Context: an optimization exercise on an open-source flow, tuned for small area, a short achievable clock period and few clock cycles. The choices shown serve that exercise and are no tape-out recipe. Function was checked by simulation only, so behaviour that the tests miss may differ from the original.

## nickel
// gf2_isirr
module gf2_isirr (
    input  wire        clk,
    input  wire        rst,
    input  wire        start,
    input  wire [63:0] f,
    input  wire [5:0]  n,
    output wire        busy,
    output reg         done,
    output reg         err,
    output reg         irr,
    output reg  [6:0]  missed
);
For scale: about 4500 cells after synthesis, about 370 flip-flops, roughly 0.036 sq mm of cells after synthesis.
Settings: LEC_CHECK=0, CAP_MARGIN=20, CORE_MARGIN=2, CORE_UTILIZATION=30, CTS_BUF_LIST=sky130_fd_sc_hd__clkbuf_8, PLACE_DENSITY=0.5, SLEW_MARGIN=20; clock period 12.0 ns.
standard.sh (not shown) runs the stock make flow with config.mk's settings and CLKGATE_MAP_FILE= SYNTH_SCRIPT=/design/flow/synth_recipe.tcl, a recipe that flattens the netlist after the stock synthesis.
==> flow/flow/run.sh <==
#!/bin/bash
set -euo pipefail
bash standard.sh finish SETUP_SLACK_MARGIN=7.5 > standard.log 2>&1
nickel reached the final stage; the timing, design-rule and antenna checks on its layout passed.
Testbench counts of nickel, summed over its fixed seeds: cycles 55,204.
Inputs modified between nickel and violet:
- CTS_BUF_LIST removed (was sky130_fd_sc_hd__clkbuf_8)
==> flow/flow/run.sh <==
#!/bin/bash
set -euo pipefail
bash standard.sh finish SETUP_SLACK_MARGIN=8 > standard.log 2>&1
### Flow results
- nickel has lower stage delay of the slowest cell on the critical path than violet.
- violet does better than nickel on minimum period implied by the final worst setup slack.
- Critical path depth, nickel and violet, lower one = nickel.
- Looking at number of antenna violations at the first check in global routing, violet sits 2 below nickel.
- violet vs. nickel: global-route wire length before repair went up by 3.3%.
- Route | violet vs nickel | wire longer in violet
- The first element of the critical path comes out B[14]$_DFFE_PP_ in one run and F[29]$_DFFE_PP_ in the other, namely in nickel and violet respectively.
- Fraction of area in registers | violet below nickel
- On clock slew seen by the registers of the worst setup and hold paths, violet tracks nickel almost exactly.
- Relative to nickel, worst setup slack increased by 0.12 ns in violet.
Changes in lagoon relative to violet:
- CTS_BUF_LIST newly set to sky130_fd_sc_hd__clkbuf_8
- PLACE_DENSITY changed from 0.5 to 0.55
- CORE_UTILIZATION changed from 30 to 40
==> flow/flow/run.sh <==
#!/bin/bash
set -euo pipefail
bash standard.sh finish SETUP_SLACK_MARGIN=7.5 > standard.log 2>&1
Results
lagoon: time the worst path needs with I/O delays and setup 0.12 ns above violet. Relative to violet, instance area at placement decreased by about 1.5% in lagoon. Going from violet to lagoon, final design utilization grows by 9.1 points. Area of all placed cells without fillers, lagoon and violet, lower one = lagoon. Taking violet as the reference, in lagoon first-pass GRT wire length shows a reduction of about 5%, achievable frequency moved down.
The inputs of tundra differ from those of lagoon as listed below.
- PLACE_DENSITY changed from 0.55 to 0.5
- CORE_UTILIZATION changed from 40 to 30
- CTS_BUF_LIST removed (was sky130_fd_sc_hd__clkbuf_8)
Notes after the runs:
When tundra is measured against lagoon, its share of the cycle needed by the critical path after routing turns out 0.43 points higher. Relative to lagoon, the number of buffer and inverter stages on the critical path of tundra is lower by 1. Higher area overhead of the layout relative to synthesis among tundra and lagoon: tundra. The clock insertion delay at the later pin of the skew report number comes out higher for lagoon vs tundra. Utilization: tundra vs lagoon down 11 points.

========
Starting RTL as in the previous note.
// gf2_isirr
module gf2_isirr (
    input  wire        clk,
    input  wire        rst,
    input  wire        start,
    input  wire [63:0] f,
    input  wire [5:0]  n,
    output wire        busy,
    output reg         done,
    output reg         err,
    output reg         irr,
    output reg  [6:0]  missed
);
export LEC_CHECK = 0
export CAP_MARGIN = 20
export CORE_MARGIN = 2
export CORE_UTILIZATION = 45
export CTS_BUF_LIST = sky130_fd_sc_hd__clkbuf_8
export PLACE_DENSITY = 0.6
export SLEW_MARGIN = 20
create_clock -name core_clock -period 12.0 [get_ports {clk}]
==> flow/flow/run.sh <==
#!/bin/bash
set -euo pipefail
bash standard.sh finish SETUP_SLACK_MARGIN=7.5 > standard.log 2>&1
The starting point finished clean.
Testbench counts at the start, summed over its fixed seeds: cycles 55,204.
Then changed:
--- a/flow/config.mk
+++ b/flow/config.mk
@@ -9,5 +9,4 @@
 export CORE_MARGIN = 2
-export CORE_UTILIZATION = 45
-export CTS_BUF_LIST = sky130_fd_sc_hd__clkbuf_8
-export PLACE_DENSITY = 0.6
+export CORE_UTILIZATION = 40
+export PLACE_DENSITY = 0.55
 export SLEW_MARGIN = 20
Outcome:
- clock skew shrinks by 23 ps
- cell area went up by 0.51%

[afterwards: timing with drivers on the ports]
The results above use ideal ports. As a check the final layouts listed here were re-extracted and re-timed, cells and wires unchanged. Step 1 assumes that a clkbuf_16 drives the clock port and a buf_2 every other input. Step 2, shift: input delay + t, output delay - t, t = (earliest + latest rising clock arrival at the registers) / 2. This alone moves slack from input paths to output paths. a / b / c = no drivers / after step 1 / after step 2; a / b = the first two.
run | t (ns) | setup slack, ns | hold slack, ns | worst setup path after step 2
nickel | 0.796 | 7.454 / 7.454 / 7.454 | 0.464 / 0.464 / 0.464 | register to register
violet | 0.724 | 7.570 / 7.570 / 7.570 | 0.457 / 0.457 / 0.457 | register to register
lagoon | 0.780 | 7.454 / 7.454 / 7.454 | 0.459 / 0.459 / 0.459 | register to register
tundra | 0.708 | 7.403 / 7.403 / 7.403 | 0.469 / 0.469 / 0.469 | register to register
the first run of note 2 | 0.766 | 7.429 / 7.429 / 7.429 | 0.464 / 0.464 / 0.464 | register to register
the second run of note 2 | 0.698 | 7.494 / 7.494 / 7.494 | 0.457 / 0.457 / 0.457 | register to register
After both steps setup and hold are still met in every run listed.
